This design comes from an exercise in tuning for small area on the open sky130 flow, not from production work.
Function was checked by simulation only, so behaviour that the tests miss may differ from the original.
No activity file was given, so power comes from the tool's default toggle rates.

File: design/flow/run.sh
#!/bin/bash
# synth_recipe.tcl (not shown) runs the flow's synth.tcl, then flattens the netlist and writes it again
# the make line also repeats each setting of config.mk as NAME=value (left out here)
make -C /OpenROAD-flow-scripts/flow DESIGN_CONFIG=/design/flow/config.mk WORK_HOME=/design/flow/orfs CLKGATE_MAP_FILE= SYNTH_SCRIPT=/design/flow/synth_recipe.tcl finish
File: design/flow/config.mk
export PLATFORM = sky130hd
export DESIGN_NAME = rab
export DESIGN_NICKNAME = rab
export VERILOG_FILES = /design/flow/design.v
export SDC_FILE = /design/flow/constraint.sdc
export NUM_CORES = 4
export LEC_CHECK = 0
export CAP_MARGIN = 20
export CORE_MARGIN = 2
export CORE_UTILIZATION = 30
export PLACE_DENSITY = 0.6
export SLEW_MARGIN = 20
File: design/flow/constraint.sdc
create_clock -name core_clock -period 12.0 [get_ports {clk}]
set_input_delay 2.4000 -clock core_clock [delete_from_list [all_inputs] [get_ports {clk}]]
set_output_delay 2.4000 -clock core_clock [all_outputs]
set_load 0.01 [all_outputs]
File: design/flow/design.v
module rab (
    input  wire        clk,
    input  wire        rst,
    input  wire        sub_valid,
    input  wire        sub_ctx,
    input  wire [31:0] sub_cmd,
    input  wire [31:0] sub_arg0,
    input  wire [31:0] sub_arg1,
    output wire [1:0]  busy,
    output wire [1:0]  done,
    output wire [2:0]  status0,
    output wire [31:0] result0,
    output wire [2:0]  status1,
    output wire [31:0] result1,
    output reg         bus_req,
    output reg         bus_we,
    output reg  [31:0] bus_addr,
    output reg  [31:0] bus_wdata,
    input  wire        bus_ack,
    input  wire [31:0] bus_rdata,
    input  wire        bus_err,
    output reg         irq_valid,
    output reg  [7:0]  irq_num,
    output reg  [2:0]  irq_prio,
    output reg         ntf_valid,
    output reg  [31:0] ntf_token
);
    localparam [3:0] OP_SETF = 4'h1, OP_GETF = 4'h2,
                     OP_GINIT = 4'h3, OP_GINITI = 4'h4, OP_GWRITE = 4'h5,
                     OP_GREAD = 4'h6, OP_GINTCLR = 4'h7,
                     OP_TCFG = 4'h8, OP_TARMP = 4'h9, OP_TARMI = 4'hA,
                     OP_TEN = 4'hB, OP_TPOLL = 4'hC, OP_TCLR = 4'hD;
    localparam [2:0] ST_OK = 3'd0, ST_ILLEGAL = 3'd1, ST_INVALID = 3'd2,
                     ST_NOTINIT = 3'd4, ST_OWN = 3'd5, ST_BUSERR = 3'd6;
    localparam [1:0] U_A = 2'd0, U_B = 2'd1, U_C = 2'd2;
    localparam [2:0] M_RTC = 3'd2;
    localparam [2:0] UK_NONE = 3'd0, UK_RMW = 3'd1, UK_W1C = 3'd2,
                     UK_GET = 3'd3, UK_ACT = 3'd4, UK_NTF = 3'd5;
    localparam [31:0] UNLOCK_KEY = 32'h4C4F434B;
    reg        act0, act1;
    reg        done0, done1;
    reg [2:0]  st0_r, st1_r;
    reg [31:0] res0_r, res1_r;
    reg [16:0] cmd0, cmd1;          
    reg [31:0] x0_0, x0_1;          
    reg [31:0] x1_0, x1_1;          
    reg [31:0] lt_0, lt_1;          
    reg [3:0]  stp0, stp1;
    reg        ph0, ph1;
    reg [1:0]  sbc0, sbc1;          
    reg        lock0;               
    wire [47:0]  g_ok;
    wire [23:0]  t_ok;              
    wire [23:0]  t_armp;            
    wire [23:0]  t_uc;              
    wire [23:0]  t_ub;              
    wire [47:0]  t_code;            
    wire [767:0] t_cb;              
    assign busy    = {act1, act0};
    assign done    = {done1, done0};
    assign status0 = st0_r;
    assign status1 = st1_r;
    assign result0 = res0_r;
    assign result1 = res1_r;
    function [1:0] mode_code;
        input [2:0] m;
        begin
            case (m)
                3'd0, 3'd1: mode_code = 2'd0;
                3'd2:       mode_code = 2'd3;
                3'd3:       mode_code = 2'd1;
                default:    mode_code = 2'd2;
            endcase
        end
    endfunction
    function [3:0] mode_enc;
        input [2:0] m;
        begin
            case (m)
                3'd0: mode_enc = 4'h1;
                3'd1: mode_enc = 4'h2;
                3'd2: mode_enc = 4'h0;
                3'd3: mode_enc = 4'h3;
                3'd4: mode_enc = 4'h7;
                default: mode_enc = 4'hA;
            endcase
        end
    endfunction
    function [7:0] timer_irq;
        input [3:0] b;
        input       l;
        reg   [7:0] a;
        begin
            case (b)
                4'd0:  a = 8'd19;
                4'd1:  a = 8'd21;
                4'd2:  a = 8'd23;
                4'd3:  a = 8'd35;
                4'd4:  a = 8'd70;
                4'd5:  a = 8'd92;
                4'd6:  a = 8'd94;
                4'd7:  a = 8'd96;
                4'd8:  a = 8'd98;
                4'd9:  a = 8'd100;
                4'd10: a = 8'd102;
                default: a = 8'd104;
            endcase
            timer_irq = a + {7'd0, l};
        end
    endfunction
    function excluded_pin;
        input [2:0] p;
        input [2:0] n;
        begin
            excluded_pin = (p > 3'd5) ||
                           (p == 3'd4 && n >= 3'd6) ||
                           (p == 3'd5 && n >= 3'd5);
        end
    endfunction
    wire [3:0] a_op    = sub_cmd[31:28];
    wire [1:0] a_am    = sub_cmd[27:26];
    wire [4:0] a_start = sub_cmd[25:21];
    wire [5:0] a_width = sub_cmd[20:15];
    wire [2:0] a_port  = sub_cmd[27:25];
    wire [2:0] a_pin   = sub_cmd[24:22];
    wire [3:0] a_blk   = sub_cmd[27:24];
    wire [1:0] a_use   = sub_cmd[23:22];
    wire [2:0] a_mode  = sub_cmd[21:19];
    wire [5:0] a_gidx  = {a_port, a_pin};
    wire [4:0] a_tA    = {a_blk, 1'b0};
    wire [4:0] a_tB    = {a_blk, 1'b1};
    wire [4:0] a_t0    = {a_blk, (a_use == U_B)};
    reg [31:0] a_resmask;
    always @* begin
        case (a_op)
            OP_SETF, OP_GETF:               a_resmask = 32'h00007FFF;
            OP_GINIT:                       a_resmask = 32'h001FFFFF;
            OP_GINITI:                      a_resmask = 32'h0003FFFF;
            OP_GWRITE, OP_GREAD, OP_GINTCLR: a_resmask = 32'h003FFFFF;
            OP_TCFG:                        a_resmask = 32'h0003FFFF;
            OP_TARMI:                       a_resmask = 32'h0007FFFF;
            default:                        a_resmask = 32'h003FFFFF;
        endcase
    end
    wire a_is_timer = (a_op >= OP_TCFG) && (a_op <= OP_TCLR);
    wire a_is_gpio  = (a_op >= OP_GINIT) && (a_op <= OP_GINTCLR);
    wire a_illegal = (a_op == 4'h0) || (a_op >= 4'hE) ||
                     ((sub_cmd & a_resmask) != 32'd0) ||
                     (a_is_timer && a_use == 2'd3) ||
                     (a_op == OP_TCFG && a_mode >= 3'd6);
    wire a_geom_bad = (a_width == 6'd0) || (a_width > 6'd32) ||
                      ({1'b0, a_start} + a_width > 7'd32) ||
                      (sub_arg0[1:0] != 2'b00);
    wire [3:0] k_op  = cmd0[16:13];
    wire       k_gi  = act0 && (k_op == OP_GINIT || k_op == OP_GINITI);
    wire       k_tc  = act0 && (k_op == OP_TCFG);
    wire [3:0] k_blk = cmd0[12:9];
    wire [1:0] k_use = cmd0[8:7];
    wire a_gbusy = k_gi && (cmd0[12:7] == a_gidx);
    wire a_gok   = g_ok[a_gidx];
    wire a_bsame = k_tc && (k_blk == a_blk);
    wire a_busyA = a_bsame && (k_use != U_B);
    wire a_busyB = a_bsame && (k_use != U_A);
    wire a_busy0 = (a_use == U_B) ? a_busyB : a_busyA;
    wire       a_okA  = t_ok[a_tA];
    wire       a_okB  = t_ok[a_tB];
    wire       a_ok0  = t_ok[a_t0];
    wire [1:0] a_usA  = t_uc[a_tA] ? U_C : U_A;
    wire [1:0] a_usB  = t_uc[a_tB] ? U_C : t_ub[a_tB] ? U_B : U_A;
    wire [1:0] a_us0  = (a_use == U_B) ? a_usB : a_usA;
    wire a_exists = !a_busy0 && a_ok0 && (a_us0 == a_use);
    wire a_conflict =
        (a_use != U_C) ? (a_busy0 || (a_ok0 && a_us0 != a_use))
                       : (a_busyA || a_busyB ||
                          (a_okA && a_usA != U_C) ||
                          (a_okB && a_usB != U_C));
    reg       a_end;
    reg [2:0] a_status;
    always @* begin
        a_end    = 1'b1;
        a_status = ST_OK;
        if (a_illegal) begin
            a_status = ST_ILLEGAL;
        end else if (a_op == OP_SETF) begin
            if (a_geom_bad || a_am == 2'b01) a_status = ST_INVALID;
            else                            a_end = 1'b0;
        end else if (a_op == OP_GETF) begin
            if (a_geom_bad) a_status = ST_INVALID;
            else            a_end = 1'b0;
        end else if (a_is_gpio) begin
            if (excluded_pin(a_port, a_pin)) a_status = ST_INVALID;
            else if (a_op == OP_GINIT || a_op == OP_GINITI) begin
                if (a_gbusy) a_status = ST_OWN;
                else         a_end = 1'b0;
            end else begin
                if (a_gbusy || !a_gok)
                    a_status = ST_NOTINIT;
                else if (a_op == OP_GWRITE && sub_arg0 > 32'd1)
                    a_status = ST_OK;
                else
                    a_end = 1'b0;
            end
        end else begin
            if (a_blk >= 4'd12) a_status = ST_INVALID;
            else if (a_op == OP_TCFG) begin
                if (a_mode == M_RTC && a_use != U_C) a_status = ST_INVALID;
                else if (a_conflict)                 a_status = ST_OWN;
                else                                 a_end = 1'b0;
            end else if (a_op == OP_TPOLL) begin
                if (!a_exists || !t_armp[a_t0]) a_status = ST_NOTINIT;
                else                            a_end = 1'b0;
            end else begin
                if (!a_exists)             a_status = ST_NOTINIT;
                else if (a_op == OP_TARMP) a_status = ST_OK;
                else                       a_end = 1'b0;
            end
        end
    end
    wire a_acc   = sub_valid && !a_end;
    wire a_tcfg  = a_acc && (a_op == OP_TCFG);
    wire a_tarmp = sub_valid && a_end && (a_op == OP_TARMP) && (a_status == ST_OK);
    wire [1:0] a_sbc = t_code[a_t0*2 +: 2];
    wire sel = act1 && !lock0;
    wire run = sel || act0;
    wire [16:0] c_cmd  = sel ? cmd1 : cmd0;
    wire [31:0] c_arg0 = sel ? x0_1 : x0_0;
    wire [31:0] c_arg1 = sel ? x1_1 : x1_0;
    wire [31:0] c_lat  = sel ? lt_1 : lt_0;
    wire [3:0]  c_step = sel ? stp1 : stp0;
    wire        c_ph   = sel ? ph1  : ph0;
    wire [1:0]  c_sbc  = sel ? sbc1 : sbc0;
    wire [3:0] c_op    = c_cmd[16:13];
    wire [1:0] c_am    = c_cmd[12:11];
    wire [2:0] c_port  = c_cmd[12:10];
    wire [2:0] c_pin   = c_cmd[9:7];
    wire       c_gdir  = c_cmd[6];
    wire [2:0] c_gprio = c_cmd[5:3];
    wire [3:0] c_blk   = c_cmd[12:9];
    wire [1:0] c_use   = c_cmd[8:7];
    wire [2:0] c_mode  = c_cmd[6:4];
    wire       c_cdir  = c_cmd[3];
    wire       c_l0    = (c_use == U_B);
    wire [4:0] c_t0    = {c_blk, c_l0};
    wire [4:0] c_sb    = {1'b0, c_l0, 1'b0, c_sbc};
    wire [19:0] c_gpage = 20'h40058 + {17'd0, c_port};
    wire        c_wide  = (c_blk >= 4'd6);
    wire [19:0] c_tpage = (c_blk < 4'd8) ? {16'h4003, c_blk} : {16'h4004, c_blk + 4'h4};
    wire [4:0]  c_gbit  = c_wide ? {1'b0, c_blk - 4'd6} : {1'b0, c_blk};
    wire [7:0]  c_gpirq = (c_port == 3'd5) ? 8'd30 : {5'd0, c_port};
    reg [2:0]  uk;
    reg [19:0] u_page;
    reg [11:0] u_off;
    reg        u_arga;      
    reg [31:0] u_val;
    reg [4:0]  u_s;
    reg [5:0]  u_e;         
    always @* begin
        uk     = UK_NONE;
        u_page = c_gpage;
        u_off  = 12'h000;
        u_arga = 1'b0;
        u_val  = 32'd1;
        u_s    = 5'd0;
        u_e    = 6'd1;
        case (c_op)
            OP_SETF: begin
                uk     = (c_am == 2'b11) ? UK_W1C : UK_RMW;
                u_arga = 1'b1;
                u_val  = c_arg1;
                u_s    = c_cmd[10:6];
                u_e    = {1'b0, c_cmd[10:6]} + c_cmd[5:0];
            end
            OP_GETF: begin
                uk     = UK_GET;
                u_arga = 1'b1;
                u_s    = c_cmd[10:6];
                u_e    = {1'b0, c_cmd[10:6]} + c_cmd[5:0];
            end
            OP_GINIT, OP_GINITI: begin
                uk  = UK_RMW;
                u_s = {2'b00, c_pin};
                u_e = {3'b000, c_pin} + 6'd1;
                case (c_step)
                    4'd0:  begin u_page = 20'h400FE; u_off = 12'h608; u_s = {2'b00, c_port}; u_e = {3'b000, c_port} + 6'd1; end
                    4'd1:  begin uk = UK_GET; u_page = 20'h400FE; u_off = 12'hA08; u_s = {2'b00, c_port}; u_e = {3'b000, c_port} + 6'd1; end
                    4'd2:  begin u_off = 12'h520; u_val = UNLOCK_KEY; u_s = 5'd0; u_e = 6'd32; end
                    4'd3:  begin u_off = 12'h524; end
                    4'd4:  begin u_off = 12'h400; u_val = {31'd0, c_gdir}; end
                    4'd5:  begin u_off = 12'h510; end
                    4'd6:  begin u_off = 12'h420; u_val = 32'd0; end
                    4'd7:  begin u_off = 12'h51C; end
                    4'd8:  begin u_off = 12'h528; u_val = 32'd0; end
                    4'd9:  begin u_off = 12'h410; u_val = 32'd0; end
                    4'd10: begin u_off = 12'h404; u_val = 32'd0; end
                    4'd11: begin u_off = 12'h408; end
                    4'd12: begin uk = UK_W1C; u_off = 12'h41C; end
                    4'd13: begin u_off = 12'h410; end
                    default: uk = UK_ACT;
                endcase
            end
            OP_GWRITE: begin
                uk    = UK_RMW;
                u_off = 12'h3FC;
                u_val = c_arg0;
                u_s   = {2'b00, c_pin};
                u_e   = {3'b000, c_pin} + 6'd1;
            end
            OP_GREAD: begin
                uk    = UK_GET;
                u_off = 12'h3FC;
                u_s   = {2'b00, c_pin};
                u_e   = {3'b000, c_pin} + 6'd1;
            end
            OP_GINTCLR: begin
                uk    = UK_W1C;
                u_off = 12'h41C;
                u_s   = {2'b00, c_pin};
                u_e   = {3'b000, c_pin} + 6'd1;
            end
            OP_TCFG: begin
                uk     = UK_RMW;
                u_page = c_tpage;
                case (c_step)
                    4'd0: begin u_page = 20'h400FE; u_off = c_wide ? 12'h65C : 12'h604; u_s = c_gbit; u_e = {1'b0, c_gbit} + 6'd1; end
                    4'd1: begin uk = UK_GET; u_page = 20'h400FE; u_off = c_wide ? 12'hA5C : 12'hA04; u_s = c_gbit; u_e = {1'b0, c_gbit} + 6'd1; end
                    4'd2: begin
                        u_off = 12'h000;
                        u_val = (c_use != U_C) ? 32'h4 :
                                (c_mode == M_RTC) ? 32'h1 : 32'h0;
                        u_e   = 6'd3;
                    end
                    4'd3: begin u_off = c_l0 ? 12'h008 : 12'h004; u_val = {28'd0, mode_enc(c_mode)}; u_e = 6'd4; end
                    4'd4: begin u_off = c_l0 ? 12'h008 : 12'h004; u_val = {31'd0, c_cdir}; u_s = 5'd4; u_e = 6'd5; end
                    4'd5: begin u_off = c_l0 ? 12'h02C : 12'h028; u_val = c_arg0; u_e = 6'd32; end
                    4'd6: begin u_off = 12'h008; u_val = {28'd0, mode_enc(c_mode)}; u_e = 6'd4; end
                    4'd7: begin u_off = 12'h008; u_val = {31'd0, c_cdir}; u_s = 5'd4; u_e = 6'd5; end
                    default: begin u_off = 12'h02C; u_val = c_arg1; u_e = 6'd32; end
                endcase
            end
            OP_TARMI: begin
                u_page = c_tpage;
                if (c_step == 4'd0) begin
                    uk = UK_RMW; u_off = 12'h018; u_s = c_sb; u_e = {1'b0, c_sb} + 6'd1;
                end else begin
                    uk = UK_ACT;
                end
            end
            OP_TEN: begin
                uk     = UK_RMW;
                u_page = c_tpage;
                u_off  = 12'h00C;
                u_s    = (c_step == 4'd0 && !c_l0) ? 5'd0 : 5'd8;
                u_e    = (c_step == 4'd0 && !c_l0) ? 6'd1 : 6'd9;
            end
            OP_TPOLL: begin
                u_page = c_tpage;
                u_s    = c_sb;
                u_e    = {1'b0, c_sb} + 6'd1;
                case (c_step)
                    4'd0: begin uk = UK_GET; u_off = 12'h01C; end
                    4'd1: uk = UK_NTF;
                    default: begin uk = UK_W1C; u_off = 12'h024; end
                endcase
            end
            OP_TCLR: begin
                uk     = UK_W1C;
                u_page = c_tpage;
                u_off  = 12'h024;
                u_s    = c_sb;
                u_e    = {1'b0, c_sb} + 6'd1;
            end
            default: uk = UK_NONE;
        endcase
    end
    reg [31:0] u_fmask;
    integer j;
    always @* begin
        for (j = 0; j < 32; j = j + 1)
            u_fmask[j] = (j >= u_s) && (j < u_e);
    end
    wire u_isget = (uk == UK_GET);
    wire [31:0] rd_f = bus_rdata & u_fmask;
    reg  [31:0] rd_rev;
    always @* begin
        for (j = 0; j < 32; j = j + 1)
            rd_rev[j] = rd_f[31 - j];
    end
    wire [31:0] sh_in  = u_isget ? rd_rev : u_val;
    wire [31:0] sh_out = sh_in << u_s;
    reg  [31:0] u_get;
    always @* begin
        for (j = 0; j < 32; j = j + 1)
            u_get[j] = sh_out[31 - j];
    end
    wire [31:0] u_field = sh_out & u_fmask;
    wire [31:0] u_merge = (bus_rdata & ~u_fmask) | u_field;
    always @* begin
        bus_req   = 1'b0;
        bus_we    = 1'b0;
        bus_addr  = u_arga ? {c_arg0[31:2], 2'b00} : {u_page, u_off};
        bus_wdata = c_ph ? c_lat : u_field;
        irq_valid = 1'b0;
        irq_num   = (c_op == OP_TARMI) ? timer_irq(c_blk, c_l0) : c_gpirq;
        irq_prio  = (c_op == OP_TARMI) ? c_mode : c_gprio;
        ntf_valid = 1'b0;
        ntf_token = t_armp[c_t0] ? t_cb[c_t0*32 +: 32] : 32'd0;
        if (run) begin
            case (uk)
                UK_RMW: begin
                    bus_req = 1'b1;
                    bus_we  = c_ph;
                end
                UK_W1C: begin
                    bus_req = 1'b1;
                    bus_we  = 1'b1;
                end
                UK_GET:  bus_req   = 1'b1;
                UK_ACT:  irq_valid = 1'b1;
                UK_NTF:  ntf_valid = 1'b1;
                default: ;
            endcase
        end
    end
    wire u_bus   = (uk == UK_RMW) || (uk == UK_W1C) || (uk == UK_GET);
    wire u_done  = run && (u_bus ? bus_ack : (uk != UK_NONE));
    wire u_err   = run && u_bus && bus_ack && bus_err;
    wire u_rmwrd = (uk == UK_RMW) && !c_ph;
    wire u_bit   = u_get[0];
    reg        n_fin;
    reg        n_rget;      
    reg        n_rone;      
    reg [3:0]  n_step;
    always @* begin
        n_fin  = 1'b0;
        n_rget = 1'b0;
        n_rone = 1'b0;
        n_step = c_step + 4'd1;
        case (c_op)
            OP_SETF, OP_GWRITE, OP_GINTCLR, OP_TCLR: n_fin = 1'b1;
            OP_GETF, OP_GREAD: begin n_fin = 1'b1; n_rget = 1'b1; end
            OP_GINIT, OP_GINITI: begin
                case (c_step)
                    4'd1: n_step = !u_bit ? 4'd1 :
                                   (c_port == 3'd5 && c_pin == 3'd0) ? 4'd2 : 4'd4;
                    4'd4: n_step = c_gdir ? 4'd6 : 4'd5;
                    4'd8: n_fin  = (c_op == OP_GINIT);
                    4'd14: n_fin = 1'b1;
                    default: ;
                endcase
            end
            OP_TCFG: begin
                case (c_step)
                    4'd1: n_step = u_bit ? 4'd2 : 4'd1;
                    4'd5: n_fin  = (c_use != U_C);
                    4'd8: n_fin  = 1'b1;
                    default: ;
                endcase
            end
            OP_TARMI: n_fin = (c_step == 4'd1);
            OP_TEN:   n_fin = (c_step == 4'd1) || (c_use != U_C);
            OP_TPOLL: begin
                case (c_step)
                    4'd0: n_fin = !u_bit;
                    4'd2: begin n_fin = 1'b1; n_rone = 1'b1; end
                    default: ;
                endcase
            end
            default: n_fin = 1'b1;
        endcase
    end
    wire [31:0] n_res = n_rget ? u_get : {31'd0, n_rone};
    wire e_err  = u_done && u_err;
    wire e_rd   = u_done && !u_err && u_rmwrd;
    wire e_fin  = u_done && !u_err && !u_rmwrd && n_fin;
    wire e_step = u_done && !u_err && !u_rmwrd && !n_fin;
    wire e_end  = e_err || e_fin;
    wire acc0 = sub_valid && !sub_ctx;
    wire acc1 = sub_valid &&  sub_ctx;
    always @(posedge clk) begin
        if (acc0) begin
            cmd0 <= sub_cmd[31:15];
            x0_0 <= sub_arg0;
            x1_0 <= sub_arg1;
            sbc0 <= a_sbc;
        end
        if (acc1) begin
            cmd1 <= sub_cmd[31:15];
            x0_1 <= sub_arg0;
            x1_1 <= sub_arg1;
            sbc1 <= a_sbc;
        end
        if (e_rd && !sel) lt_0 <= u_merge;
        if (e_rd &&  sel) lt_1 <= u_merge;
        if (acc0)                     stp0 <= 4'd0;
        else if (e_step && !sel)      stp0 <= n_step;
        if (acc1)                     stp1 <= 4'd0;
        else if (e_step && sel)       stp1 <= n_step;
        if (acc0 || (e_step && !sel)) ph0 <= 1'b0;
        else if (e_rd && !sel)        ph0 <= 1'b1;
        if (acc1 || (e_step && sel))  ph1 <= 1'b0;
        else if (e_rd && sel)         ph1 <= 1'b1;
    end
    always @(posedge clk) begin
        if (rst) begin
            act0  <= 1'b0;
            act1  <= 1'b0;
            done0 <= 1'b0;
            done1 <= 1'b0;
            st0_r <= ST_OK;
            st1_r <= ST_OK;
            res0_r <= 32'd0;
            res1_r <= 32'd0;
            lock0 <= 1'b0;
        end else begin
            lock0 <= bus_req && !bus_ack && !sel;
            done0 <= (acc0 && a_end) || (e_end && !sel);
            done1 <= (acc1 && a_end) || (e_end && sel);
            if (acc0 && !a_end)      act0 <= 1'b1;
            else if (e_end && !sel)  act0 <= 1'b0;
            if (acc1 && !a_end)      act1 <= 1'b1;
            else if (e_end && sel)   act1 <= 1'b0;
            if (acc0 && a_end) begin
                st0_r  <= a_status;
                res0_r <= 32'd0;
            end else if (e_end && !sel) begin
                st0_r  <= e_err ? ST_BUSERR : ST_OK;
                res0_r <= e_err ? 32'd0 : n_res;
            end
            if (acc1 && a_end) begin
                st1_r  <= a_status;
                res1_r <= 32'd0;
            end else if (e_end && sel) begin
                st1_r  <= e_err ? ST_BUSERR : ST_OK;
                res1_r <= e_err ? 32'd0 : n_res;
            end
        end
    end
    wire e_gi   = (c_op == OP_GINIT || c_op == OP_GINITI);
    wire e_tc   = (c_op == OP_TCFG);
    wire e_ta   = (c_op == OP_TARMI);
    wire [5:0] c_gidx = {c_port, c_pin};
    genvar g;
    generate
        for (g = 0; g < 48; g = g + 1) begin : gp
            if ((g / 8 > 5) || (g / 8 == 4 && g % 8 >= 6) ||
                (g / 8 == 5 && g % 8 >= 5)) begin : ex
                assign g_ok[g] = 1'b0;
            end else begin : in
                reg ok;
                assign g_ok[g] = ok;
                always @(posedge clk) begin
                    if (rst)
                        ok <= 1'b0;
                    else if (e_end && e_gi && c_gidx == g)
                        ok <= !e_err;
                end
            end
        end
        for (g = 0; g < 24; g = g + 1) begin : tl
            reg [31:0] cb;
            reg [1:0]  code;
            reg        ok, armp, uc, ub;
            assign t_cb[g*32 +: 32] = cb;
            assign t_code[g*2 +: 2] = code;
            assign t_ok[g]   = ok;
            assign t_armp[g] = armp;
            assign t_uc[g]   = uc;
            assign t_ub[g]   = ub;
            wire a_cov = (a_blk == g / 2) &&
                         ((g % 2 == 0) ? (a_use != U_B) : (a_use != U_A));
            wire c_cov = (c_blk == g / 2) &&
                         ((g % 2 == 0) ? (c_use != U_B) : (c_use != U_A));
            wire e_wr  = c_cov && ((e_end && e_tc) || (e_fin && e_ta));
            always @(posedge clk) begin
                if (a_tarmp && a_cov)
                    cb <= sub_arg0;
                if (e_err && e_tc && c_cov)
                    code <= 2'd0;
                else if (a_tcfg && a_cov)
                    code <= mode_code(a_mode);
                if (e_err && e_tc && c_cov) begin
                    uc <= 1'b0;
                    ub <= 1'b0;
                end else if (a_tcfg && a_cov) begin
                    uc <= (a_use == U_C);
                    ub <= (g % 2 == 1) && (a_use == U_B);
                end
                if (e_wr)
                    armp <= 1'b0;
                else if (a_tcfg && a_cov)
                    armp <= 1'b0;
                else if (a_tarmp && a_cov)
                    armp <= 1'b1;
                if (rst)
                    ok <= 1'b0;
                else if (e_wr)
                    ok <= !e_err;
                else if (a_tarmp && a_cov)
                    ok <= 1'b1;
            end
        end
    endgenerate
endmodule
==> results of run 1 <==
## layer usage
layer / vias to the layer above / GRT usage, %
met5: - / 0
met3: 383 / 3.48
met1: 21500 / 27.8
met2: 1949 / 34.2
met4: 8 / 10.3
li1: 18000 / -
## final cells by class
type                    instances  area, um^2  share of cell area [%]
flip-flops and latches       1258       35200                    51.1
multi-input cells            2829       21500                    31.2
repair buffers                480        4420                    6.42
clock buffers                 166        3580                    5.19
well taps                    2526        3160                    4.59
clock inverters                75         744                    1.08
inverters                      76         304                   0.441
diodes                          6        15.0                  0.0218
## sequential cells by signal, indices dropped and copies added, names as in the netlist, 3 cells and up
signal and flops:
cmd0 17, cmd1 17, gp.in.ok 43, lt_0 32, lt_1 32, res0_r 32
res1_r 32, st0_r 3, st1_r 3, stp0 4, stp1 4, tl.armp 24
tl.cb 768, tl.code 48, tl.ok 24, tl.ub 12, tl.uc 24, x0_0 32
x0_1 32, x1_0 32, x1_1 32
## through the flow
stage               instances  instance area (um^2)  util [%]
floorplan                4492                 58000         -
global placement         7165                 64500      33.5
detailed placement       7166                 64500      33.5
CTS                      7407                 68800      35.8
global route             7414                 68900      35.8
finish                   7416                 68900      35.8
## worst max path at each step
stage / slack (ns) / cells past startpoint / end / from
after global routing: 0.81 / 20 / bus_wdata[27] / act1$_SDFFE_PP0P_
final: 1.07 / 18 / bus_wdata[31] / act1$_SDFFE_PP0P_
after global placement: 2.03 / 18 / bus_wdata[31] / act1$_SDFFE_PP0P_
after detailed placement: 2.16 / 20 / bus_wdata[29] / act1$_SDFFE_PP0P_
after CTS: 1.30 / 20 / bus_wdata[29] / act1$_SDFFE_PP0P_
after floorplan: 2.92 / 27 / bus_wdata[30] / lock0$_SDFF_PP0_
## Yosys cell counts (23+ instances only)
| cell type | instances |
|---|---|
| sky130_fd_sc_hd__a211oi_1 | 53 |
| sky130_fd_sc_hd__a21oi_1 | 228 |
| sky130_fd_sc_hd__a221oi_1 | 37 |
| sky130_fd_sc_hd__a311oi_1 | 23 |
| sky130_fd_sc_hd__a31oi_1 | 48 |
| sky130_fd_sc_hd__a32o_1 | 29 |
| sky130_fd_sc_hd__a32oi_1 | 42 |
| sky130_fd_sc_hd__and2_1 | 44 |
| sky130_fd_sc_hd__and3_1 | 28 |
| sky130_fd_sc_hd__buf_1 | 50 |
| sky130_fd_sc_hd__buf_2 | 45 |
| sky130_fd_sc_hd__clkbuf_1 | 213 |
| sky130_fd_sc_hd__dfxtp_1 | 260 |
| sky130_fd_sc_hd__edfxtp_1 | 998 |
| sky130_fd_sc_hd__ha_1 | 39 |
| sky130_fd_sc_hd__inv_1 | 71 |
| sky130_fd_sc_hd__mux2_2 | 26 |
| sky130_fd_sc_hd__mux2i_1 | 181 |
| sky130_fd_sc_hd__mux4_2 | 231 |
| sky130_fd_sc_hd__nand2_1 | 571 |
| sky130_fd_sc_hd__nand2b_1 | 25 |
| sky130_fd_sc_hd__nand3_1 | 165 |
| sky130_fd_sc_hd__nand4_1 | 39 |
| sky130_fd_sc_hd__nor2_1 | 298 |
| sky130_fd_sc_hd__nor3_1 | 88 |
| sky130_fd_sc_hd__o211ai_1 | 26 |
| sky130_fd_sc_hd__o21ai_0 | 116 |
| sky130_fd_sc_hd__o22ai_1 | 43 |
| sky130_fd_sc_hd__o31ai_1 | 27 |
| sky130_fd_sc_hd__or3_1 | 26 |
## power breakdown
| part | switching (uW) | internal (uW) |
|---|---|---|
| Clock | 1770 | 2310 |
| Sequential | 17.0 | 4750 |
| Combinational | 839 | 398 |
## worst register-to-register path, cell delays in order (launching register included)
cell and delay [ns]:
sky130_fd_sc_hd__dfxtp_1 0.66, sky130_fd_sc_hd__and2b_4 0.61, sky130_fd_sc_hd__mux2i_1 0.44, sky130_fd_sc_hd__inv_1 0.15, sky130_fd_sc_hd__ha_1 0.43, sky130_fd_sc_hd__o21ai_0 0.77
sky130_fd_sc_hd__o221ai_1 0.32, sky130_fd_sc_hd__a211oi_4 0.28, sky130_fd_sc_hd__buf_4 0.44, sky130_fd_sc_hd__nand2_1 0.32, sky130_fd_sc_hd__a31oi_1 0.75, sky130_fd_sc_hd__a31oi_1 0.24
sky130_fd_sc_hd__nor3_1 0.54, sky130_fd_sc_hd__or2_1 0.22, sky130_fd_sc_hd__and4b_1 0.77, sky130_fd_sc_hd__nor4_4 0.08, sky130_fd_sc_hd__buf_4 0.28, sky130_fd_sc_hd__and3_1 0.23
sky130_fd_sc_hd__a211oi_1 0.21
## logic make-up after synthesis
family,count (synthesis),synth area share [%]
AOI/OAI and AO/OA,922,11.3
muxes,446,12.8
buffers and inverters,405,2.90
other,1,0.00647
DFF,1258,60.7
adders and majority gates,41,0.911
and+or+nand+nor,1397,11.2
xor gates and xnor gates,20,0.302
==> flow_metrics.tcl, run 1 <==
set metrics [dict create \
    outcome "timing/DRC/antenna clean" \
    die_area_um2 197000 \
    grt_antenna_before_repair 9 \
    post_drt_wl_per_cell_um 28.9 \
    worst_pin_slew_ns 1.15 \
    detailroute.via_count 41900 \
    grt.overflow.total 0 \
    met1_length_um 87300 \
    grt_start_max_net_pins 80 \
    cts_buffer_depth 3 \
    coreArea_um2 192000 \
    finalWirelength_um 214000 \
    ys.warnings.count 1 \
    fin_worst_skew_ns 0.0384 \
    yosys_register_bits 1258 \
    layout_common_cells "sky130_fd_sc_hd__edfxtp_1 (998), sky130_fd_sc_hd__nand2_1 (571), sky130_fd_sc_hd__clkdlybuf4s50_1 (311)" \
    synth_largest_area_cell "sky130_fd_sc_hd__edfxtp_1" \
    cpLargestDelayFamily "compound AO/OA/AOI/OAI gates" \
    finalMaxSlewViolations 0 \
    fin_setup_tns_ns 0 \
    setup_viol 0 \
    design_power_total_uw 10100 \
    count_of_input_and_output_buffers 315 \
    final_worst_path_setup_slack_ns 1.07 \
    maxSlewHeadroom_pct 23.3 \
    maxClockFrequency_ghz 0.0915 \
    first_global_vias 40700 \
    timing.hold.ws_ns 0.455 \
    max_stage_delay_ns 0.76 \
    gp_congestion 0.998 \
    grt_setup_unrepaired "no" \
    dr.pass1.iters 6 \
    start_kind "flip-flop" \
    syn2layout_area_growth_pct 18.8 \
    leakagePower_uw 0.0230 \
    min_from "res0_r[25]$_SDFFE_PP0P_" \
    post_cts_resize_count 0 \
    maxCapViolCount 0 \
    rows 161 \
    holdCritPathClass "flip-flop to flip-flop" \
    reg2regPathDepth 18 \
    clock_sinks 1258 \
    crit_type "flip-flop to primary output" \
    topRoutingLayerUsed "met5" \
    place_hpwl_um 148000 \
    avgSynthCellArea_um2 12.9 \
    met3WireLength_um 14700 \
    r2r_start "act1$_SDFFE_PP0P_" \
    power-per-cell-area_nw_per_um2 146 \
    path_max_fanout 30 \
    hold_depth 2 \
    synth-async-reset-ratio_pct 0 \
    place_ws_ns 2.16 \
    root_buffer "sky130_fd_sc_hd__clkbuf_16" \
    clk_latency_ns 0.78 \
    endpoint_kind "primary output" \
    leading_cell_type_in_the_layout_fill_and_taps_excluded "sky130_fd_sc_hd__edfxtp_1" \
    hold_viol_final 0 \
    grt_first_pass_wirelength_um 305000 \
    start_util_pct 30.1 \
    cts-htree-levels 4 \
    post_synth_main_area_contributors "sky130_fd_sc_hd__edfxtp_1 (52%), sky130_fd_sc_hd__dfxtp_1 (9.0%), sky130_fd_sc_hd__mux4_2 (9.0%)" \
    global_route.usage.total_pct 21.2 \
    met2WireLength_um 101000 \
    peakVddDrop_v 0.000102 \
    critPathArrivalTime_ns 8.53 \
    vias_per_cell 5.65 \
    share_of_final_layout_standard_cells_stronger_than_drive_strength_1_pct 15.4 \
    total_number_of_nets_in_the_final_design 4953 \
    synth_cell_types 116 \
    detailedRoute.firstIterationViolations 4720 \
    holdBufCountCts 0 \
    mappedNetlistArea_um2 58000 \
    crit_required_ns 9.60 \
    share_of_the_yosys_chip_area_belonging_to_registers_pct 60.7 \
    cts_tree "built" \
    die_h_um 444 \
    reg2reg_to "tl[10].ok$_SDFFE_PP0P_" \
    drt.antenna.violating_nets 0 \
    critical_path_buf_inv_count 3 \
    clk_pin_slew_worst_paths_ns 0.06 \
    synth-edff-count 998 \
    fin_crit_ns 10.93 \
    worst_hold_path.endpoint "res0_r[25]$_SDFFE_PP0P_" \
    num_io_pins 319 \
    synth_top_cell_area_share_pct 51.7 \
    cp_slowest_cell "sky130_fd_sc_hd__o21ai_0" \
    synth_cells 4490 \
    nFillCells 18500 \
    path_cells "and2b_4 > mux2i_1 > inv_1 > ha_1 > o21ai_0 > o221ai_1 > a211oi_4 > buf_4 > nand2_1 > a31oi_1 > a31oi_1 > nor3_1 > o22ai_1 > nor2_1 > o221a_4 > nand3_1 > o21ai_0 > clkdlybuf4s50_1" \
    cts-buffers-inserted 133 \
    timing.reg2reg.setup_slack_ns 4.19 \
    postCtsSetupBuffers 0 \
    remaining_drc_errors 0 \
    layout_worst_path_cycle_share_pct 91.1 \
    ys_dominant_reg_cell "sky130_fd_sc_hd__edfxtp_1" \
    die_width_um 444 \
]
==> inputs of run 2 (changes only) <==
--- a/design/flow/design.v
+++ b/design/flow/design.v
@@ -149,6 +149,7 @@
                      (a_is_timer && a_use == 2'd3) ||
                      (a_op == OP_TCFG && a_mode >= 3'd6);
+    wire [6:0] a_fend = {2'b00, a_start} + {1'b0, a_width};
     wire a_geom_bad = (a_width == 6'd0) || (a_width > 6'd32) ||
-                      ({1'b0, a_start} + a_width > 7'd32) ||
+                      (a_fend > 7'd32) ||
                       (sub_arg0[1:0] != 2'b00);
     wire [3:0] k_op  = cmd0[16:13];
@@ -218,4 +219,6 @@
     end
     wire a_acc   = sub_valid && !a_end;
+    wire [16:0] a_cmd = {sub_cmd[31:21],
+                         (a_op == OP_SETF || a_op == OP_GETF) ? a_fend[5:0] : sub_cmd[20:15]};
     wire a_tcfg  = a_acc && (a_op == OP_TCFG);
     wire a_tarmp = sub_valid && a_end && (a_op == OP_TARMP) && (a_status == ST_OK);
@@ -255,4 +258,5 @@
     reg [4:0]  u_s;
     reg [5:0]  u_e;         
+    reg        u_one;       
     always @* begin
         uk     = UK_NONE;
@@ -263,4 +267,5 @@
         u_s    = 5'd0;
         u_e    = 6'd1;
+        u_one  = 1'b1;
         case (c_op)
             OP_SETF: begin
@@ -269,5 +274,5 @@
                 u_val  = c_arg1;
                 u_s    = c_cmd[10:6];
-                u_e    = {1'b0, c_cmd[10:6]} + c_cmd[5:0];
+                u_e    = c_cmd[5:0]; u_one = 1'b0;
             end
             OP_GETF: begin
@@ -275,14 +280,13 @@
                 u_arga = 1'b1;
                 u_s    = c_cmd[10:6];
-                u_e    = {1'b0, c_cmd[10:6]} + c_cmd[5:0];
+                u_e    = c_cmd[5:0]; u_one = 1'b0;
             end
             OP_GINIT, OP_GINITI: begin
                 uk  = UK_RMW;
                 u_s = {2'b00, c_pin};
-                u_e = {3'b000, c_pin} + 6'd1;
                 case (c_step)
-                    4'd0:  begin u_page = 20'h400FE; u_off = 12'h608; u_s = {2'b00, c_port}; u_e = {3'b000, c_port} + 6'd1; end
-                    4'd1:  begin uk = UK_GET; u_page = 20'h400FE; u_off = 12'hA08; u_s = {2'b00, c_port}; u_e = {3'b000, c_port} + 6'd1; end
-                    4'd2:  begin u_off = 12'h520; u_val = UNLOCK_KEY; u_s = 5'd0; u_e = 6'd32; end
+                    4'd0:  begin u_page = 20'h400FE; u_off = 12'h608; u_s = {2'b00, c_port}; end
+                    4'd1:  begin uk = UK_GET; u_page = 20'h400FE; u_off = 12'hA08; u_s = {2'b00, c_port}; end
+                    4'd2:  begin u_off = 12'h520; u_val = UNLOCK_KEY; u_s = 5'd0; u_e = 6'd32; u_one = 1'b0; end
                     4'd3:  begin u_off = 12'h524; end
                     4'd4:  begin u_off = 12'h400; u_val = {31'd0, c_gdir}; end
@@ -304,5 +308,4 @@
                 u_val = c_arg0;
                 u_s   = {2'b00, c_pin};
-                u_e   = {3'b000, c_pin} + 6'd1;
             end
             OP_GREAD: begin
@@ -310,5 +313,4 @@
                 u_off = 12'h3FC;
                 u_s   = {2'b00, c_pin};
-                u_e   = {3'b000, c_pin} + 6'd1;
             end
             OP_GINTCLR: begin
@@ -316,5 +318,4 @@
                 u_off = 12'h41C;
                 u_s   = {2'b00, c_pin};
-                u_e   = {3'b000, c_pin} + 6'd1;
             end
             OP_TCFG: begin
@@ -322,18 +323,18 @@
                 u_page = c_tpage;
                 case (c_step)
-                    4'd0: begin u_page = 20'h400FE; u_off = c_wide ? 12'h65C : 12'h604; u_s = c_gbit; u_e = {1'b0, c_gbit} + 6'd1; end
-                    4'd1: begin uk = UK_GET; u_page = 20'h400FE; u_off = c_wide ? 12'hA5C : 12'hA04; u_s = c_gbit; u_e = {1'b0, c_gbit} + 6'd1; end
+                    4'd0: begin u_page = 20'h400FE; u_off = c_wide ? 12'h65C : 12'h604; u_s = c_gbit; end
+                    4'd1: begin uk = UK_GET; u_page = 20'h400FE; u_off = c_wide ? 12'hA5C : 12'hA04; u_s = c_gbit; end
                     4'd2: begin
                         u_off = 12'h000;
                         u_val = (c_use != U_C) ? 32'h4 :
                                 (c_mode == M_RTC) ? 32'h1 : 32'h0;
-                        u_e   = 6'd3;
+                        u_e   = 6'd3; u_one = 1'b0;
                     end
-                    4'd3: begin u_off = c_l0 ? 12'h008 : 12'h004; u_val = {28'd0, mode_enc(c_mode)}; u_e = 6'd4; end
-                    4'd4: begin u_off = c_l0 ? 12'h008 : 12'h004; u_val = {31'd0, c_cdir}; u_s = 5'd4; u_e = 6'd5; end
-                    4'd5: begin u_off = c_l0 ? 12'h02C : 12'h028; u_val = c_arg0; u_e = 6'd32; end
-                    4'd6: begin u_off = 12'h008; u_val = {28'd0, mode_enc(c_mode)}; u_e = 6'd4; end
-                    4'd7: begin u_off = 12'h008; u_val = {31'd0, c_cdir}; u_s = 5'd4; u_e = 6'd5; end
-                    default: begin u_off = 12'h02C; u_val = c_arg1; u_e = 6'd32; end
+                    4'd3: begin u_off = c_l0 ? 12'h008 : 12'h004; u_val = {28'd0, mode_enc(c_mode)}; u_e = 6'd4; u_one = 1'b0; end
+                    4'd4: begin u_off = c_l0 ? 12'h008 : 12'h004; u_val = {31'd0, c_cdir}; u_s = 5'd4; end
+                    4'd5: begin u_off = c_l0 ? 12'h02C : 12'h028; u_val = c_arg0; u_e = 6'd32; u_one = 1'b0; end
+                    4'd6: begin u_off = 12'h008; u_val = {28'd0, mode_enc(c_mode)}; u_e = 6'd4; u_one = 1'b0; end
+                    4'd7: begin u_off = 12'h008; u_val = {31'd0, c_cdir}; u_s = 5'd4; end
+                    default: begin u_off = 12'h02C; u_val = c_arg1; u_e = 6'd32; u_one = 1'b0; end
                 endcase
             end
@@ -341,5 +342,5 @@
                 u_page = c_tpage;
                 if (c_step == 4'd0) begin
-                    uk = UK_RMW; u_off = 12'h018; u_s = c_sb; u_e = {1'b0, c_sb} + 6'd1;
+                    uk = UK_RMW; u_off = 12'h018; u_s = c_sb;
                 end else begin
                     uk = UK_ACT;
@@ -351,10 +352,8 @@
                 u_off  = 12'h00C;
                 u_s    = (c_step == 4'd0 && !c_l0) ? 5'd0 : 5'd8;
-                u_e    = (c_step == 4'd0 && !c_l0) ? 6'd1 : 6'd9;
             end
             OP_TPOLL: begin
                 u_page = c_tpage;
                 u_s    = c_sb;
-                u_e    = {1'b0, c_sb} + 6'd1;
                 case (c_step)
                     4'd0: begin uk = UK_GET; u_off = 12'h01C; end
@@ -368,5 +367,4 @@
                 u_off  = 12'h024;
                 u_s    = c_sb;
-                u_e    = {1'b0, c_sb} + 6'd1;
             end
             default: uk = UK_NONE;
@@ -377,5 +375,5 @@
     always @* begin
         for (j = 0; j < 32; j = j + 1)
-            u_fmask[j] = (j >= u_s) && (j < u_e);
+            u_fmask[j] = (j >= u_s) && (u_one ? (j <= u_s) : (j < u_e));
     end
     wire u_isget = (uk == UK_GET);
@@ -395,4 +393,11 @@
     wire [31:0] u_field = sh_out & u_fmask;
     wire [31:0] u_merge = (bus_rdata & ~u_fmask) | u_field;
+    reg [31:0] tok_or;
+    integer l;
+    always @* begin
+        tok_or = 32'd0;
+        for (l = 0; l < 24; l = l + 1)
+            if (c_t0 == l && t_armp[l]) tok_or = tok_or | t_cb[l*32 +: 32];
+    end
     always @* begin
         bus_req   = 1'b0;
@@ -404,5 +409,5 @@
         irq_prio  = (c_op == OP_TARMI) ? c_mode : c_gprio;
         ntf_valid = 1'b0;
-        ntf_token = t_armp[c_t0] ? t_cb[c_t0*32 +: 32] : 32'd0;
+        ntf_token = tok_or;
         if (run) begin
             case (uk)
@@ -479,5 +484,5 @@
     always @(posedge clk) begin
         if (acc0) begin
-            cmd0 <= sub_cmd[31:15];
+            cmd0 <= a_cmd;
             x0_0 <= sub_arg0;
             x1_0 <= sub_arg1;
@@ -485,5 +490,5 @@
         end
         if (acc1) begin
-            cmd1 <= sub_cmd[31:15];
+            cmd1 <= a_cmd;
             x0_1 <= sub_arg0;
             x1_1 <= sub_arg1;
--- a/design/flow/config.mk
+++ b/design/flow/config.mk
@@ -9,4 +9,7 @@
 export CORE_MARGIN = 2
 export CORE_UTILIZATION = 30
+export CTS_BUF_LIST = sky130_fd_sc_hd__clkbuf_16
+export CTS_CLUSTER_DIAMETER = 60
+export CTS_CLUSTER_SIZE = 24
 export PLACE_DENSITY = 0.6
 export SLEW_MARGIN = 20
==> run 2 against run 1 <==
  * Critical path type unchanged
  * Register-to-register slack got worse by 0.47 ns
  * Largest cell class unchanged
  * Maximum frequency down 2.4%
  * Sequential power about the same
  * Clock power fell by about 20%
  * Cell count is 3.0% lower
  * Via count up 1.0%
  * Critical endpoint is now bus_wdata[26]
  * Still clean on timing, DRC and antenna
  * Setup slack worse by 0.27 ns
  * Combinational power decreased by 24%
==> flow_metrics.tcl, run 2 <==
set metrics [dict create \
    outcome "timing/DRC/antenna clean" \
    die_area_um2 190000 \
    finalMaxSlewViolations 0 \
    yosys_register_bits 1258 \
    fin_crit_ns 11.20 \
    cp_slowest_cell "sky130_fd_sc_hd__nor3_1" \
    clk_pin_slew_worst_paths_ns 0.08 \
    power-per-cell-area_nw_per_um2 137 \
    dr.pass1.iters 6 \
    max_stage_delay_ns 1.04 \
    leakagePower_uw 0.0220 \
    total_number_of_nets_in_the_final_design 4797 \
    start_util_pct 30.2 \
    placed_cells_incl_taps 7022 \
    num_io_pins 319 \
    maxClockFrequency_ghz 0.0893 \
    synth_top_cell_area_share_pct 53.5 \
    synth_largest_area_cell "sky130_fd_sc_hd__edfxtp_1" \
    maxSlewHeadroom_pct 17.8 \
    max_flop_register "tl.cb" \
    drt.antenna.violating_nets 0 \
    syn2layout_area_growth_pct 16.9 \
    synth-edff-count 998 \
    r2r_start "act1$_SDFFE_PP0P_" \
    cp_common_cell "sky130_fd_sc_hd__nor2_1" \
    final_non_filler_cell_total 7194 \
    worstSetupStartpoint "act1$_SDFFE_PP0P_" \
    grt_first_pass_wirelength_um 311000 \
    holdBufCountCts 0 \
    crit_type "flip-flop to primary output" \
    path_cells "nor2b_4 > nor2_1 > a21oi_1 > ha_1 > buf_4 > or2_2 > nor2_1 > nor2_1 > o22ai_1 > a211o_2 > nor3_1 > o221ai_1 > or2_2 > o221a_2 > nand2_1 > o211ai_1 > o31ai_1 > clkdlybuf4s50_1" \
    critical_path_buf_inv_count 2 \
    clock_sinks 1258 \
    gp_congestion 0.973 \
    peakVddDrop_v 0.000118 \
    share_of_final_layout_standard_cells_stronger_than_drive_strength_1_pct 11.7 \
    vias_per_cell 5.88 \
    coreArea_um2 185000 \
    count_of_input_and_output_buffers 315 \
    cts_buffer_depth 3 \
    timing.hold.ws_ns 0.461 \
    setup_viol 0 \
    cpLargestDelayFamily "compound AO/OA/AOI/OAI gates" \
    remaining_drc_errors 0 \
    post_synth_main_area_contributors "sky130_fd_sc_hd__edfxtp_1 (54%), sky130_fd_sc_hd__dfxtp_1 (9.3%), sky130_fd_sc_hd__mux2i_1 (3.6%)" \
    path_max_fanout 41 \
    cts_tree "built" \
    hold_viol_final 0 \
    start_kind "flip-flop" \
    synth-async-reset-ratio_pct 0 \
    finalWirelength_um 224000 \
    grt.overflow.total 0 \
    grt_start_max_net_pins 83 \
    clk_latency_ns 0.74 \
    layout_common_cells "sky130_fd_sc_hd__edfxtp_1 (998), sky130_fd_sc_hd__nand2_1 (329), sky130_fd_sc_hd__nor2_1 (324)" \
    die_h_um 436 \
    leading_cell_type_in_the_layout_fill_and_taps_excluded "sky130_fd_sc_hd__edfxtp_1" \
    critPathArrivalTime_ns 8.80 \
    global_route.usage.total_pct 22.6 \
    root_buffer "sky130_fd_sc_hd__clkbuf_16" \
    crit_required_ns 9.60 \
    endpoint_kind "primary output" \
    rows 158 \
    fin_worst_skew_ns 0.0683 \
    biggestRegsByFlops "tl.cb (768), tl.code (48), gp.in.ok (43)" \
    post_cts_resize_count 0 \
    mappedNetlistArea_um2 56000 \
    layout_worst_path_cycle_share_pct 93.4 \
    nFillCells 18000 \
    cts-buffers-inserted 88 \
    holdCritPathClass "flip-flop to flip-flop" \
    ys.warnings.count 1 \
    die_width_um 436 \
    maxCapViolCount 0 \
    yosys-top-cells-count "sky130_fd_sc_hd__edfxtp_1 (998), sky130_fd_sc_hd__nor2_1 (349), sky130_fd_sc_hd__nand2_1 (329), sky130_fd_sc_hd__dfxtp_1 (260), sky130_fd_sc_hd__clkbuf_1 (224)" \
    worst_pin_slew_ns 1.23 \
    largest_register_ffs 768 \
    design_power_total_uw 8960 \
    grt_antenna_before_repair 5 \
    place_hpwl_um 148000 \
    cts-htree-levels 3 \
    ys_dominant_reg_cell "sky130_fd_sc_hd__edfxtp_1" \
    detailedRoute.firstIterationViolations 5464 \
    min_from "tl[23].ub$_SDFFE_PP0P_" \
    grt_setup_unrepaired "no" \
    fin_setup_tns_ns 0 \
    avgSynthCellArea_um2 12.7 \
    synth_cells 4406 \
    share_of_the_yosys_chip_area_belonging_to_registers_pct 62.8 \
    synth_cell_types 121 \
    detailroute.via_count 42300 \
    post-synth-top-count-cell "sky130_fd_sc_hd__edfxtp_1" \
    postCtsSetupBuffers 0 \
    post_drt_wl_per_cell_um 31.1 \
    first_global_vias 40400 \
]
==> run 2: cell count changes after synthesis, moves of 32 or more <==
cell,change
sky130_fd_sc_hd__nand2_1,-242
sky130_fd_sc_hd__mux4_2,-187
sky130_fd_sc_hd__a211o_1,+32
sky130_fd_sc_hd__a22o_1,+134
sky130_fd_sc_hd__nor2_1,+51
sky130_fd_sc_hd__o21ai_0,-41
sky130_fd_sc_hd__a22oi_1,+62
sky130_fd_sc_hd__a21oi_1,-54
sky130_fd_sc_hd__a32oi_1,-33
sky130_fd_sc_hd__a221oi_1,+109
==> run 2: worst paths after layout <==
path / to / slack, ns / depth (start not counted)
max: bus_wdata[26] / 0.80 / 18
min: tl[23].ub$_SDFFE_PP0P_ / 0.46 / 2
max reg2reg: res1_r[9]$_SDFFE_PP0P_ / 3.72 / 18
min reg2reg: tl[23].ub$_SDFFE_PP0P_ / 0.46 / 2
==> run 2: where the power goes <==
part,internal [uW],leakage [uW],switching (uW)
logic,274,0.00937,674
registers,4740,0.0111,18.3
clock network,1560,0.00150,1690
total,6580,0.0220,2380
==> run 2: cells by family after synthesis <==
family / synth area share, %
fa+ha+maj: 0.706
simple gates: 10.7
flops: 62.8
compound gates: 16.5
buf+inv: 2.92
other cells: 0.00670
xor+xnor: 0.266
mux: 6.07
==> run 2: layer usage <==
layer  track usage (%)  vias up  part of all wire [%]
met5                 0        -                 0.011
met4              10.2        4                   4.7
met3              3.22      398                   8.0
met2              36.7     2280                    47
met1              30.0    21700                    40
li1                  -    18000                     -
==> run 2: per-stage QoR <==
step	util [%]	worst slack (ns)	cell area [um^2]
5_1_grt	35.3	0.479	65400
4_1_cts	35.3	1.00	65400
3_3_place_gp	33.6	1.93	62300
6_report	35.3	0.796	65500
3_5_place_dp	33.6	1.75	62300
2_1_floorplan	-	3.42	56000
==> run 2: final cells by class <==
type	count	area [um^2]	share of cell area [%]
clock inverters	75	856	1.31
multi-input cells	2763	19600	29.9
repair buffers	470	4300	6.57
diodes	7	17.5	0.0268
flip-flops and latches	1258	35200	53.7
clock buffers	90	2250	3.44
inverters	51	196	0.300
well taps	2480	3100	4.74
==> run 2: worst reg2reg max path, delay by kind of cell, from the launching register on <==
kind / cells / cell delay, ns
adders and majority gates: 1 / 0.55
AOI/OAI and AO/OA: 6 / 1.95
DFF: 1 / 0.62
and+or+nand+nor: 9 / 4.50
buffers and inverters: 2 / 0.52
==> inputs of run 3 (changes only) <==
--- a/design/flow/config.mk
+++ b/design/flow/config.mk
@@ -9,7 +9,7 @@
 export CORE_MARGIN = 2
 export CORE_UTILIZATION = 30
-export CTS_BUF_LIST = sky130_fd_sc_hd__clkbuf_16
+export CTS_BUF_LIST = sky130_fd_sc_hd__clkbuf_8
 export CTS_CLUSTER_DIAMETER = 60
-export CTS_CLUSTER_SIZE = 24
+export CTS_CLUSTER_SIZE = 16
 export PLACE_DENSITY = 0.6
 export SLEW_MARGIN = 20
==> run 3 against run 2 <==
  * Routed wire length about the same
  * Sequential power about the same
  * Count of clock-buffer cells in the layout up 14
  * Non-clock buffer count unchanged
  * Register-to-register slack better by 0.11 ns
  * Total power down 9.0%
  * Critical path depth unchanged
  * Highest routed layer unchanged
  * Via count down 0.32%
  * Global-route usage about the same
  * Maximum frequency down 0.31%
  * Sequential cell count unchanged
  * Die area unchanged
==> flow_metrics.tcl, run 3 <==
set metrics [dict create \
    synth-edff-count 998 \
    post_drt_wl_per_cell_um 31.2 \
    grt_antenna_before_repair 5 \
    cts-buffers-inserted 99 \
    fin_worst_skew_ns 0.0871 \
    largest_register_ffs 768 \
    count_of_input_and_output_buffers 315 \
    fin_util_pct 34.7 \
    postCtsSetupBuffers 0 \
    leading_cell_type_in_the_layout_fill_and_taps_excluded "sky130_fd_sc_hd__edfxtp_1" \
    layout_common_cells "sky130_fd_sc_hd__edfxtp_1 (998), sky130_fd_sc_hd__nand2_1 (329), sky130_fd_sc_hd__nor2_1 (324)" \
    synth_cells 4406 \
    num_io_pins 319 \
    ys.warnings.count 1 \
    synth_top_cell_area_share_pct 53.5 \
    timing.reg2reg.setup_slack_ns 3.83 \
    max_flop_register "tl.cb" \
    reg2regPathDepth 18 \
    layout_worst_path_cycle_share_pct 93.7 \
    syn2layout_area_growth_pct 14.8 \
    die_h_um 436 \
    biggestRegsByFlops "tl.cb (768), tl.code (48), gp.in.ok (43)" \
    synth_largest_area_cell "sky130_fd_sc_hd__edfxtp_1" \
    fin_crit_ns 11.24 \
    post-synth-top-count-cell "sky130_fd_sc_hd__edfxtp_1" \
    r2r_start "act1$_SDFFE_PP0P_" \
    design_power_total_uw 8150 \
    first_global_vias 40400 \
    holdBufCountCts 0 \
    path_max_fanout 41 \
    avgSynthCellArea_um2 12.7 \
    min_from "tl[20].uc$_SDFFE_PP0P_" \
    cts_buffer_depth 3 \
    maxCapViolCount 0 \
    coreArea_um2 185000 \
    holdCritPathClass "flip-flop to flip-flop" \
    yosys-top-cells-count "sky130_fd_sc_hd__edfxtp_1 (998), sky130_fd_sc_hd__nor2_1 (349), sky130_fd_sc_hd__nand2_1 (329), sky130_fd_sc_hd__dfxtp_1 (260), sky130_fd_sc_hd__clkbuf_1 (224)" \
    leakagePower_uw 0.0215 \
    remaining_drc_errors 0 \
    grt_first_pass_wirelength_um 312000 \
    power-per-cell-area_nw_per_um2 127 \
    grt_start_max_net_pins 83 \
    maxClockFrequency_ghz 0.0890 \
    rows 158 \
    root_buffer "sky130_fd_sc_hd__clkbuf_8" \
    reg2reg_to "res1_r[9]$_SDFFE_PP0P_" \
    worst_pin_slew_ns 1.24 \
    critPathArrivalTime_ns 8.84 \
    start_util_pct 30.2 \
    synth-async-reset-ratio_pct 0 \
    finalMaxSlewViolations 0 \
    place_hpwl_um 148000 \
    outcome "timing/DRC/antenna clean" \
    synth_cell_types 121 \
    finalWirelength_um 224000 \
    maxSlewHeadroom_pct 17.1 \
    cts_tree "built" \
    die_width_um 436 \
    gp_congestion 0.973 \
    clk_pin_slew_worst_paths_ns 0.09 \
    share_of_final_layout_standard_cells_stronger_than_drive_strength_1_pct 11.3 \
    cts-htree-levels 3 \
    total_number_of_nets_in_the_final_design 4808 \
    vias_per_cell 5.87 \
    yosys_register_bits 1258 \
    drt.antenna.violating_nets 0 \
    endpoint_kind "primary output" \
    hold_depth 2 \
    clk_latency_ns 0.90 \
    post_synth_main_area_contributors "sky130_fd_sc_hd__edfxtp_1 (54%), sky130_fd_sc_hd__dfxtp_1 (9.3%), sky130_fd_sc_hd__mux2i_1 (3.6%)" \
    share_of_the_yosys_chip_area_belonging_to_registers_pct 62.8 \
    crit_type "flip-flop to primary output" \
    crit_required_ns 9.60 \
    detailedRoute.firstIterationViolations 5562 \
    detailroute.via_count 42200 \
    hold_viol_final 0 \
    mappedNetlistArea_um2 56000 \
    worst_hold_path.endpoint "tl[20].uc$_SDFFE_PP0P_" \
    fin_setup_tns_ns 0 \
    grt.overflow.total 0 \
    setup_viol 0 \
    grt_setup_unrepaired "no" \
    die_area_um2 190000 \
    ys_dominant_reg_cell "sky130_fd_sc_hd__edfxtp_1" \
    post_cts_resize_count 0 \
    clock_sinks 1258 \
    peakVddDrop_v 0.0000884 \
    global_route.usage.total_pct 22.7 \
    start_kind "flip-flop" \
    dr.pass1.iters 7 \
]
## run 3: cell count changes in the layout (fill, tap and decap cells not counted), sizes merged
| cell | change |
|---|---|
| inv | -2 |
| clkbuf | +14 |
| clkinvlp | -9 |
| clkinv | -18 |
| bufinv | +1 |
| diode | -3 |
## run 3: area by class of cell
cell class / count / area (um^2)
Fill cell: 18200 / 121000
Sequential cell: 1258 / 35200
Multi-Input combinational cell: 2763 / 19600
Timing Repair Buffer: 470 / 4300
Tap cell: 2480 / 3100
Clock buffer: 104 / 1430
Clock inverter: 47 / 494
Inverter: 51 / 196
Antenna cell: 4 / 10.0
## run 3: per-layer routing
metal	part of all wire, %	track usage, %	wire length (um)
met2	47	36.6	105000
met5	0.021	0	48
met1	40	30.1	89700
met4	5.2	10.5	11600
met3	8.1	3.20	18100
## run 3: logic make-up after synthesis
kind of cell    share of synthesized area [%]
compound gates                           16.5
xor+xnor                                0.266
fa+ha+maj                               0.706
buf+inv                                  2.92
flops                                    62.8
mux                                      6.07
other cells                           0.00670
simple gates                             10.7
## run 3: per-stage QoR
| stage | setup slack, ns | hold slack, ns | area (um^2) | std cells |
|---|---|---|---|---|
| 2_1_floorplan | 3.42 | 0.433 | 56000 | 4408 |
| 3_5_place_dp | 1.75 | 0.447 | 62300 | 7022 |
| 3_3_place_gp | 1.93 | 0.441 | 62300 | 7020 |
| 4_1_cts | 0.836 | 0.462 | 64200 | 7173 |
| 6_report | 0.761 | 0.461 | 64300 | 7177 |
| 5_1_grt | 0.304 | 0.488 | 64300 | 7175 |
## run 3: worst max-delay path by stage
stage                      startpoint            end  cells after the start
finish              act1$_SDFFE_PP0P_  bus_wdata[26]                     18
global placement    act1$_SDFFE_PP0P_  bus_wdata[26]                     19
floorplan           act1$_SDFFE_PP0P_  bus_wdata[16]                     29
detailed placement  act1$_SDFFE_PP0P_  bus_wdata[26]                     18
CTS                 act1$_SDFFE_PP0P_  bus_wdata[26]                     18
global route        act1$_SDFFE_PP0P_  bus_wdata[26]                     18
## run 3: power by group
group / switching [uW] / total [uW] / internal (uW) / leakage (uW)
logic: 671 / 945 / 274 / 0.00937
clock network: 1490 / 2450 / 958 / 0.00104
registers: 18.4 / 4760 / 4740 / 0.0111
## run 3: worst max-delay path, stage by stage (launching register included)
cell and delay, ns:
sky130_fd_sc_hd__dfxtp_1 0.62, sky130_fd_sc_hd__nor2b_4 0.86, sky130_fd_sc_hd__nor2_1 0.09, sky130_fd_sc_hd__a21oi_1 0.36, sky130_fd_sc_hd__ha_1 0.56, sky130_fd_sc_hd__buf_4 0.26
sky130_fd_sc_hd__or2_2 0.17, sky130_fd_sc_hd__nor2_1 0.06, sky130_fd_sc_hd__nor2_1 0.19, sky130_fd_sc_hd__o22ai_1 0.16, sky130_fd_sc_hd__a211o_2 0.71, sky130_fd_sc_hd__nor3_1 1.01
sky130_fd_sc_hd__o221ai_1 0.57, sky130_fd_sc_hd__or2_2 0.45, sky130_fd_sc_hd__o221a_2 0.15, sky130_fd_sc_hd__nand2_1 0.07, sky130_fd_sc_hd__o211ai_1 0.43, sky130_fd_sc_hd__o31ai_1 0.59
sky130_fd_sc_hd__clkdlybuf4s50_1 0.63
==> inputs of run 4 (changes only) <==
==> design/flow/flow/run.sh (new file) <==
#!/bin/bash
set -euo pipefail
bash standard.sh "BUFFER_PORTS_ARGS=-buffer_cell sky130_fd_sc_hd__buf_1" finish > flow_standard.log 2>&1
==> design/flow/standard.sh (new file) <==
#!/bin/bash
# synth_recipe.tcl (not shown) runs the flow's synth.tcl, then flattens the netlist and writes it again
# the make line also repeats each setting of config.mk as NAME=value (left out here)
make -C /OpenROAD-flow-scripts/flow DESIGN_CONFIG=/design/flow/config.mk WORK_HOME=/design/flow/orfs CLKGATE_MAP_FILE= SYNTH_SCRIPT=/design/flow/synth_recipe.tcl "${@:-finish}"
removed: design/flow/run.sh
==> run 4 against run 3 <==
  * First-iteration DRC count up 3.9%
  * Clock skew down 0.027 ns
  * Setup slack better by 0.26 ns
  * Sequential cell count unchanged
  * Critical path depth up 1
  * Cell count about the same
  * Maximum frequency up 2.4%
  * Die area unchanged
  * Critical endpoint is now bus_wdata[27]
  * Largest cell class unchanged
  * Highest routed layer unchanged
==> flow_metrics.tcl, run 4 <==
set metrics [dict create \
    leakagePower_uw 0.0207 \
    cts_buffer_depth 3 \
    r2r_start "act1$_SDFFE_PP0P_" \
    fin_crit_ns 10.98 \
    synth_cells 4406 \
    start_kind "flip-flop" \
    rows 158 \
    remaining_drc_errors 0 \
    holdCritPathClass "flip-flop to flip-flop" \
    maxSlewHeadroom_pct 20.5 \
    mappedNetlistArea_um2 56000 \
    max_flop_register "tl.cb" \
    holdBufCountCts 0 \
    clk_pin_slew_worst_paths_ns 0.10 \
    start_util_pct 30.2 \
    fin_util_pct 33.5 \
    yosys-top-cells-count "sky130_fd_sc_hd__edfxtp_1 (998), sky130_fd_sc_hd__nor2_1 (349), sky130_fd_sc_hd__nand2_1 (329), sky130_fd_sc_hd__dfxtp_1 (260), sky130_fd_sc_hd__clkbuf_1 (224)" \
    endpoint_kind "primary output" \
    detailroute.via_count 42300 \
    clk_latency_ns 0.89 \
    hold_viol_final 0 \
    reg2reg_to "res0_r[11]$_SDFFE_PP0P_" \
    synth-edff-count 998 \
    dr.pass1.iters 7 \
    fin_worst_skew_ns 0.0596 \
    place_hpwl_um 145000 \
    die_h_um 436 \
    post-route-cell-area_um2 62100 \
    finalWirelength_um 224000 \
    post-synth-top-count-cell "sky130_fd_sc_hd__edfxtp_1" \
    layout_common_cells "sky130_fd_sc_hd__edfxtp_1 (998), sky130_fd_sc_hd__nand2_1 (329), sky130_fd_sc_hd__nor2_1 (322)" \
    total_number_of_nets_in_the_final_design 4808 \
    leading_cell_type_in_the_layout_fill_and_taps_excluded "sky130_fd_sc_hd__edfxtp_1" \
    outcome "timing/DRC/antenna clean" \
    min_from "tl[20].uc$_SDFFE_PP0P_" \
    synth_largest_area_cell "sky130_fd_sc_hd__edfxtp_1" \
    ys.warnings.count 1 \
    critPathArrivalTime_ns 8.58 \
    global_route.usage.total_pct 22.6 \
    placement.cell_area_um2 60400 \
    coreArea_um2 185000 \
    cts-buffers-inserted 98 \
    worst_pin_slew_ns 1.19 \
    reg2regPathDepth 19 \
    clock_sinks 1258 \
    first_global_vias 40300 \
    maxCapViolCount 0 \
    share_of_the_yosys_chip_area_belonging_to_registers_pct 62.8 \
    num_io_pins 319 \
]
==> run 4: worst max-delay path by stage <==
stage / cells after the start / start / endpoint
2_1_floorplan: 29 / act1$_SDFFE_PP0P_ / bus_wdata[16]
3_3_place_gp: 19 / act1$_SDFFE_PP0P_ / bus_wdata[27]
3_5_place_dp: 19 / act1$_SDFFE_PP0P_ / bus_wdata[27]
4_1_cts: 19 / act1$_SDFFE_PP0P_ / bus_wdata[27]
5_1_grt: 18 / act1$_SDFFE_PP0P_ / bus_wdata[27]
6_report: 19 / act1$_SDFFE_PP0P_ / bus_wdata[27]
==> run 4: layout make-up <==
| type | count | area [um^2] |
|---|---|---|
| multi-input combinational | 2763 | 19600 |
| clock buffer | 100 | 1380 |
| inverter | 51 | 196 |
| antenna | 5 | 12.5 |
| fill | 18400 | 123000 |
| clock inverter | 46 | 365 |
| tap | 2480 | 3100 |
| sequential | 1258 | 35200 |
| timing repair buffer | 471 | 2360 |
==> run 4: cell families (layout without fill, tap and decap cells) <==
family / after synthesis / after routing / share of synthesized area, %
adder cells (fa/ha/maj): 31 / 31 / 0.706
buffers and inverters: 387 / 668 / 2.92
flip-flops: 1258 / 1258 / 62.8
AND/OR/NAND/NOR: 1240 / 1240 / 10.7
other: 1 / 8 / 0.00670
AO/OA/AOI/OAI: 1196 / 1196 / 16.5
XOR/XNOR: 17 / 17 / 0.266
multiplexers: 276 / 276 / 6.07
==> run 4: worst max-delay path: stages, from the launching register on <==
cell	delay, ns
sky130_fd_sc_hd__dfxtp_1	0.63
sky130_fd_sc_hd__nor2b_4	0.86
sky130_fd_sc_hd__mux2i_1	0.27
sky130_fd_sc_hd__buf_4	0.23
sky130_fd_sc_hd__clkinv_1	0.33
sky130_fd_sc_hd__ha_1	0.44
sky130_fd_sc_hd__inv_1	0.22
sky130_fd_sc_hd__o2111ai_1	0.16
sky130_fd_sc_hd__o211ai_1	0.28
sky130_fd_sc_hd__and3_2	0.79
sky130_fd_sc_hd__buf_4	0.40
sky130_fd_sc_hd__nor4_1	0.12
sky130_fd_sc_hd__o32a_1	0.50
sky130_fd_sc_hd__a21oi_1	0.63
sky130_fd_sc_hd__a21oi_1	0.38
sky130_fd_sc_hd__o32ai_1	0.47
sky130_fd_sc_hd__o211ai_1	0.41
sky130_fd_sc_hd__nor2_1	0.23
sky130_fd_sc_hd__a21o_1	0.18
sky130_fd_sc_hd__buf_1	0.17
==> run 4: power by group <==
group | leakage, uW | internal [uW] | switching [uW]
combinational | 0.00861 | 220 | 681
sequential | 0.0111 | 4740 | 18.8
clock | 0.000966 | 822 | 1490
==> run 4: metal layers <==
layer | share of wire, % | vias to the layer above | wire [um] | GRT usage (%)
met5 | 0.0098 | - | 22 | 0
li1 | - | 17900 | - | -
met2 | 47 | 2310 | 106000 | 37.1
met4 | 5.3 | 4 | 11800 | 11.3
met1 | 39 | 21600 | 88400 | 29.2
met3 | 7.8 | 418 | 17500 | 2.97
==> run 4: through the flow <==
step | setup WS [ns] | hold slack, ns | total power (uW)
floorplan | 3.42 | 0.433 | 5320
global placement | 2.31 | 0.443 | 5730
detailed placement | 2.10 | 0.446 | 5730
CTS | 1.17 | 0.461 | 7990
global route | 0.707 | 0.488 | 8180
finish | 1.02 | 0.462 | 7970

static timing again, ports no longer ideal:
In the flow no input, the clock included, has a driving cell. The finished layouts below were timed again as built, in two steps.
Step 1: set_driving_cell puts a clkbuf_16 on clk and a buf_2 on each other input, an assumption about the parent block.
Step 2, shift: input delay + t, output delay - t, t = (earliest + latest rising clock arrival at the registers) / 2. This alone moves slack from input paths to output paths.
a / b / c = ideal / step 1 / step 2; a / b = the first two.
run | t, ns | setup slack, ns
run 1 | 0.842 | 1.067 / 0.990 / 1.832
run 2 | 0.794 | 0.796 / 0.711 / 1.505
run 3 | 0.944 | 0.761 / 0.675 / 1.619
run 4 | 0.941 | 1.025 / 0.942 / 1.883
After both steps every run listed still meets setup and hold.
